This design comes from an exercise in tuning for small area, a short achievable clock period and few clock cycles per item on the open sky130 flow, not from production work.
Only simulation tests tie the RTL to the original design; equivalence was not proved.
Power is estimated from default activity; no workload was simulated.

==> flow/design.v <==
module bpp_codec (
    input  wire        clk,
    input  wire        rst,
    input  wire        cmd_valid,
    output wire        cmd_ready,
    input  wire        cmd_unpack,
    input  wire [1:0]  cmd_fam,
    input  wire [5:0]  cmd_bw,
    input  wire [31:0] cmd_init,
    input  wire        in_valid,
    output wire        in_ready,
    input  wire [31:0] in_data,
    output wire        out_valid,
    input  wire        out_ready,
    output wire [31:0] out_data,
    output reg         res_valid,
    output reg  [2:0]  res_err,
    output reg  [5:0]  res_bw,
    output reg  [31:0] res_seed,
    output reg  [7:0]  res_count,
    output reg  [5:0]  res_nrec
);
    localparam FAM_VAN = 2'd0;
    localparam FAM_M1  = 2'd1;
    localparam FAM_D1  = 2'd2;
    localparam FAM_D1Z = 2'd3;
    localparam ERR_NONE          = 3'd0;
    localparam ERR_WIDTH         = 3'd3;
    localparam ERR_ZERO_WIDTH    = 3'd4;
    localparam ERR_INVALID_VALUE = 3'd5;
    localparam S_IDLE  = 3'd0;
    localparam S_PLOAD = 3'd1;
    localparam S_PEMIT = 3'd2;
    localparam S_UNPK  = 3'd3;
    localparam S_RESP  = 3'd4;
    reg [2:0]  state;
    reg [1:0]  fam;
    reg [5:0]  bw;           
    reg [31:0] prev;         
    reg [31:0] seed;
    reg        zero_seen;
    reg [31:0] or_acc;       
    reg [31:0] scr [0:31];
    reg [5:0]  idx;          
    reg [63:0] acc;
    reg [6:0]  fill;         
    wire [31:0] cur      = in_data;
    wire [31:0] pre_fwd  = (idx == 6'd0) ? cur : prev;    
    wire        fwd_lt   = cur < pre_fwd;
    wire [31:0] fwd_d    = fwd_lt ? (pre_fwd - cur) : (cur - pre_fwd);
    reg  [31:0] fwd_t;
    always @(*) begin
        case (fam)
            FAM_VAN: fwd_t = cur;
            FAM_M1:  fwd_t = cur - 32'd1;
            FAM_D1:  fwd_t = cur - pre_fwd;
            default: fwd_t = fwd_lt ? ({fwd_d[30:0], 1'b0} - 32'd1) : {fwd_d[30:0], 1'b0};
        endcase
    end
    wire [31:0] or_all = or_acc | fwd_t;
    reg  [5:0]  est_bw;
    integer k;
    always @(*) begin
        est_bw = 6'd1;
        for (k = 1; k < 32; k = k + 1)
            if (or_all[k]) est_bw = k[5:0] + 6'd1;
    end
    wire [31:0] mask = (bw >= 6'd32) ? 32'hFFFF_FFFF : ((32'd1 << bw[4:0]) - 32'd1);
    wire [31:0] v      = acc[31:0] & mask;
    wire [31:0] zz_x   = {1'b0, v[31:1]};
    reg  [31:0] inv_v;
    always @(*) begin
        case (fam)
            FAM_VAN: inv_v = v;
            FAM_M1:  inv_v = v + 32'd1;
            FAM_D1:  inv_v = prev + v;
            default: inv_v = v[0] ? (prev - zz_x - 32'd1) : (prev + zz_x);
        endcase
    end
    wire pemit_out = (state == S_PEMIT) && (fill >= 7'd32);
    wire unpk_out  = (state == S_UNPK)  && (fill >= {1'b0, bw});
    assign cmd_ready = (state == S_IDLE);
    assign in_ready  = (state == S_PLOAD) || ((state == S_UNPK) && (fill < {1'b0, bw}));
    assign out_valid = pemit_out || unpk_out;
    assign out_data  = (state == S_UNPK) ? inv_v : acc[31:0];
    wire in_fire  = in_valid && in_ready;
    always @(posedge clk) begin
        if (state == S_PLOAD && in_fire)
            scr[idx[4:0]] <= fwd_t;
    end
    always @(posedge clk) begin
        if (rst) begin
            state     <= S_IDLE;
            res_valid <= 1'b0;
        end else begin
            res_valid <= 1'b0;
            case (state)
                S_IDLE: begin
                    if (cmd_valid) begin
                        fam       <= cmd_fam;
                        bw        <= cmd_bw;
                        prev      <= cmd_init;
                        idx       <= 6'd0;
                        acc       <= 64'd0;
                        fill      <= 7'd0;
                        or_acc    <= 32'd0;
                        zero_seen <= 1'b0;
                        seed      <= 32'd0;
                        res_err   <= ERR_NONE;
                        res_bw    <= 6'd0;
                        res_seed  <= 32'd0;
                        res_count <= 8'd0;
                        res_nrec  <= 6'd0;
                        if (cmd_bw > 6'd32) begin
                            res_err <= ERR_WIDTH;
                            state   <= S_RESP;
                        end else if (cmd_unpack && cmd_bw == 6'd0) begin
                            res_err <= ERR_ZERO_WIDTH;
                            state   <= S_RESP;
                        end else if (cmd_unpack) begin
                            state   <= S_UNPK;
                        end else begin
                            state   <= S_PLOAD;
                        end
                    end
                end
                S_PLOAD: begin
                    if (in_fire) begin
                        or_acc <= or_all;
                        prev   <= cur;
                        idx    <= idx + 6'd1;
                        if (idx == 6'd0)
                            seed <= cur;
                        if (fam == FAM_M1 && cur == 32'd0)
                            zero_seen <= 1'b1;
                        if (idx == 6'd31) begin
                            idx <= 6'd0;
                            if (zero_seen || (fam == FAM_M1 && cur == 32'd0)) begin
                                res_err <= ERR_INVALID_VALUE;
                                state   <= S_RESP;
                            end else begin
                                if (bw == 6'd0)
                                    bw <= est_bw;
                                state <= S_PEMIT;
                            end
                        end
                    end
                end
                S_PEMIT: begin
                    if (fill >= 7'd32) begin
                        if (out_ready) begin
                            acc  <= {32'd0, acc[63:32]};
                            fill <= fill - 7'd32;
                        end
                    end else if (idx != 6'd32) begin
                        acc  <= acc | ({32'd0, scr[idx[4:0]] & mask} << fill);
                        fill <= fill + {1'b0, bw};
                        idx  <= idx + 6'd1;
                    end else begin
                        res_bw    <= bw;
                        res_seed  <= (fam == FAM_D1 || fam == FAM_D1Z) ? seed : 32'd0;
                        res_count <= {bw, 2'b00};
                        state     <= S_RESP;
                    end
                end
                S_UNPK: begin
                    if (fill < {1'b0, bw}) begin
                        if (in_valid) begin
                            acc  <= acc | ({32'd0, in_data} << fill);
                            fill <= fill + 7'd32;
                        end
                    end else if (out_ready) begin
                        acc  <= acc >> bw;
                        fill <= fill - {1'b0, bw};
                        prev <= inv_v;
                        idx  <= idx + 6'd1;
                        if (idx == 6'd31) begin
                            res_bw    <= bw;
                            res_count <= (fam == FAM_D1) ? 8'd32 : {bw, 2'b00};
                            res_nrec  <= (fam == FAM_M1 || fam == FAM_D1Z) ? 6'd32 : 6'd0;
                            state     <= S_RESP;
                        end
                    end
                end
                default: begin  
                    res_valid <= 1'b1;
                    state     <= S_IDLE;
                end
            endcase
        end
    end
endmodule
==> flow/run.sh <==
#!/bin/bash
# synth_recipe.tcl (not shown) runs the flow's synth.tcl, then flattens the netlist and writes it again
# the make line also repeats each setting of config.mk as NAME=value (left out here)
make -C /OpenROAD-flow-scripts/flow DESIGN_CONFIG=/design/flow/config.mk WORK_HOME=/design/flow/orfs CLKGATE_MAP_FILE= SYNTH_SCRIPT=/design/flow/synth_recipe.tcl finish
==> flow/config.mk <==
export PLATFORM = sky130hd
export DESIGN_NAME = bpp_codec
export DESIGN_NICKNAME = bpp_codec
export VERILOG_FILES = /design/flow/design.v
export SDC_FILE = /design/flow/constraint.sdc
export NUM_CORES = 4
export LEC_CHECK = 0
export CAP_MARGIN = 20
export CORE_MARGIN = 2
export CORE_UTILIZATION = 40
export SLEW_MARGIN = 20
==> flow/constraint.sdc <==
create_clock -name core_clock -period 11.0 [get_ports {clk}]
set_input_delay 2.2000 -clock core_clock [delete_from_list [all_inputs] [get_ports {clk}]]
set_output_delay 2.2000 -clock core_clock [all_outputs]
set_load 0.01 [all_outputs]
==> out/qor.yml <==
rr_startpoint: "idx[2]"
clk_path_buf_depth: 3
grt_max_degree: 129
multi_input_area_um2: 32600
drv_cap: 0
layout_commonest_cell: "edfxtp_1"
async_reset_ff_frac: 0
path_clk_slew_ns: 0.06
fin_util: 0.452
dp_cells: 8220
setup_viol: 0
max_stage_delay_ns: 0.55
clock-root-buffer: "clkbuf_16"
timing.final.ws_setup_ns: 0.440
seq_power_share: 0.278
slew_viol_final: 0
required_ns: 8.80
firstDrtPassIters: 7
wl_per_cell_um: 32.9
min_to: "res_seed[29]"
syn_inst: 5932
busiest_layer: "met2"
rows: 156
r2r_cells: 21
crit_fanout: 18
layout-drive-gt1-share: 0.158
ir_worst_vdd_v: 0.000181
grt_pass1_vias: 51500
post-route-drc-count: 0
cts_sinks: 1262
vias: 54400
status: "no timing/DRC/antenna violations"
area_growth_pct: 12.6
nets: 6254
totalWireLength_um: 278000
crit_family: "compound AO/OA/AOI/OAI gates"
worstSkewPairLatency_ns: 0.82
track_usage: 0.296
worstPathArrival_ns: 8.36
clockPowerShare: 0.184
n_fill_cell: 16400
post-place-ws_ns: 1.20
synth_seq_cells: 1262
layout.cells.non_filler: 8474
grt_pass1_wl_um: 391000
worst-path-buf-inv: 3
post-route-min-period_ns: 10.56
grtUsageMet1: 0.409
grt_util_met2: 0.457
seqCellArea_um2: 37800
power.leakage_nw: 27.9
yosysSeqAreaShare: 0.523
portBuffers: 161
finClkSkew_ns: 0.0734
p_int_mw: 13.7
cts_tree: "yes"
p_sw_frac: 0.460
io_pins: 169
ys.flop_type: "edfxtp_1"
cts_hold_buf: 0
switchingPower_mw: 11.6
min_from: "seed[29]"
die_h_um: 429
gp_congestion: 1.00
cts_buffers: 138
die_x_um: 429
drtIter0Drc: 8237
endpoint_kind: "primary output"
relSlewSlack: 0.127
r2r-end: "bw[1]"
avgSynthCellArea_um2: 12.2
h-tree-depth: 4
min_path_type: "reg2reg"
grt_overflow: 0
synth_edf_count: 1253
fmax_mhz: 94.7
use_met3: 0.0551
hold_viol_final: 0
most-common-layout-cells: "1253 x edfxtp_1, 535 x nand2_1, 471 x nor2_1"
synth_area_um2: 72300
ant_nets: 0
fin_crit_sh: 0.960
fin_tns_setup_ns: 0
max_slew.worst_pin.slew_ns: 1.30
vias_per_cell: 6.42
post_cts_buffers: 0
r2r_slack_ns: 2.94
power.density_nw_per_um2: 311
hpwl_um: 189000
die_area_um2: 184000
rsz0062_at_grt: "no"
ys_types: 120
crit_type: "reg2out"
p_comb_frac: 0.538
start_util: 0.402
antenna_found_initial: 14
whs_path_depth: 1
ys_warn_count: 1
cp-start-kind: "flip-flop"
cpMaxStageDelayCell: "clkdlybuf4s50_1"
core_area_um2: 180000
Yosys cell counts, types with 37 or more instances:
library cell	count	area, um^2
mux2_2	68	766
mux2i_1	221	2210
mux4_2	380	8560
nand3_1	77	385
o22ai_1	43	269
xnor2_1	95	832
edfxtp_1	1253	37600
inv_1	164	616
clkbuf_1	255	957
nand2_1	536	2010
nor2b_1	37	231
nor2_1	511	1920
o21bai_1	38	285
a211oi_1	81	608
o211ai_1	44	330
and2_1	108	676
or3_1	44	275
a31oi_1	54	338
a21o_1	76	571
buf_1	93	349
ha_1	179	2240
a21oi_1	457	2290
o21ai_0	322	1610
nor3_1	115	576
metal layers:
metal | vias to the layer above | routed length, um
met1 | 27700 | 114000
met3 | 515 | 25000
met5 | - | 61
met2 | 3031 | 126000
li1 | 23100 | -
met4 | 10 | 13400
sequential cells by signal (all words and copies together) (netlist names), named ones only:
register / cells
acc: 64
bw: 6
fam: 2
fill: 7
idx: 6
or_acc: 31
prev: 32
res_bw: 6
res_count: 6
res_err: 3
res_nrec: 1
res_seed: 32
res_valid: 1
scr: 1024
seed: 32
state: 3
zero_seen: 1
through the flow:
step                      instance area [um^2]  power (mW)  hold slack (ns)
after global routing                     81400        26.3            0.506
after global placement                   76900        20.4            0.502
after detailed placement                 76900        20.4            0.507
final                                    81400        25.3            0.498
after CTS                                81400        25.0            0.506
after floorplan                          72400        15.4            0.497
cell families after synthesis:
family          Yosys count  synth area share
simple gates           1603             0.102
compound gates         1504             0.135
flops                  1262             0.523
mux                     669             0.159
buf+inv                 579            0.0326
fa+ha+maj               186            0.0329
xor+xnor                128            0.0155
other cells               1         0.0000518
worst max path at each step:
stage                from           end  slack, ns  cells after the start
global placement    bw[1]  out_data[30]       1.25                     26
floorplan           bw[0]  out_data[31]       2.31                     27
finish              bw[1]  out_data[30]       0.44                     26
detailed placement  bw[1]  out_data[30]       1.20                     26
global route        bw[3]  out_data[24]      0.005                     23
CTS                 bw[1]  out_data[30]       0.35                     26
worst register-to-register path: cells and delay by family (launching register included):
kind | cells | cell delay [ns]
AOI/OAI and AO/OA | 8 | 3.32
xor gates and xnor gates | 1 | 0.41
adders and majority gates | 2 | 0.70
buffers and inverters | 1 | 0.42
DFF | 1 | 0.59
muxes | 2 | 0.75
and+or+nand+nor | 7 | 1.62
area by class of cell:
class / count / share of cell area
Sequential cell: 1262 / 0.464
Inverter: 173 / 0.00797
Timing Repair Buffer: 318 / 0.0347
Clock buffer: 161 / 0.0435
Clock inverter: 82 / 0.0119
Antenna cell: 11 / 0.000338
Tap cell: 2370 / 0.0364
Multi-Input combinational cell: 4097 / 0.401
power groups by stage:
stage | Combinational [mW] | Sequential [mW] | Clock, mW
after floorplan | 8.63 | 6.77 | 0
final | 13.6 | 7.04 | 4.64
after global routing | 14.4 | 7.06 | 4.89
after global placement | 13.3 | 7.11 | 0
after detailed placement | 13.2 | 7.11 | 0
after CTS | 13.3 | 7.01 | 4.71
what timing repair did:
item | 4_1_cts | 5_1_grt
endpoints found under the hold margin | 0 | 0
endpoints found under the setup margin | 0 | 3
resized for setup | 0 | 1
Testbench counts, summed over its fixed seeds: cycles 68,490, blocks 1,024.

-- static timing again, ports no longer ideal --
No port has a modelled driver above. Below, the same layout with a new extraction and two added sets of constraints.
Step 1: set_driving_cell puts a clkbuf_16 on clk and a buf_2 on each other input, an assumption about the parent block.
Step 2 times the ports against the registers' clock, not the clock port: input delays grow and output delays shrink by t, the midpoint of the rising clock arrivals with the driver on.
Three values: ideal ports, drivers, drivers and shift; two values: the first two.
t, ns: 0.867
slack for setup (ns): 0.440 / 0.361 / 1.228
worst register clock-pin slew, ns: 0.07 / 0.07
cell pins on the clock port's net: 1
After both steps setup and hold are still met in this run. For this run, drivers alone change the setup slack by -0.079 ns; drivers and shift together by +0.788 ns.
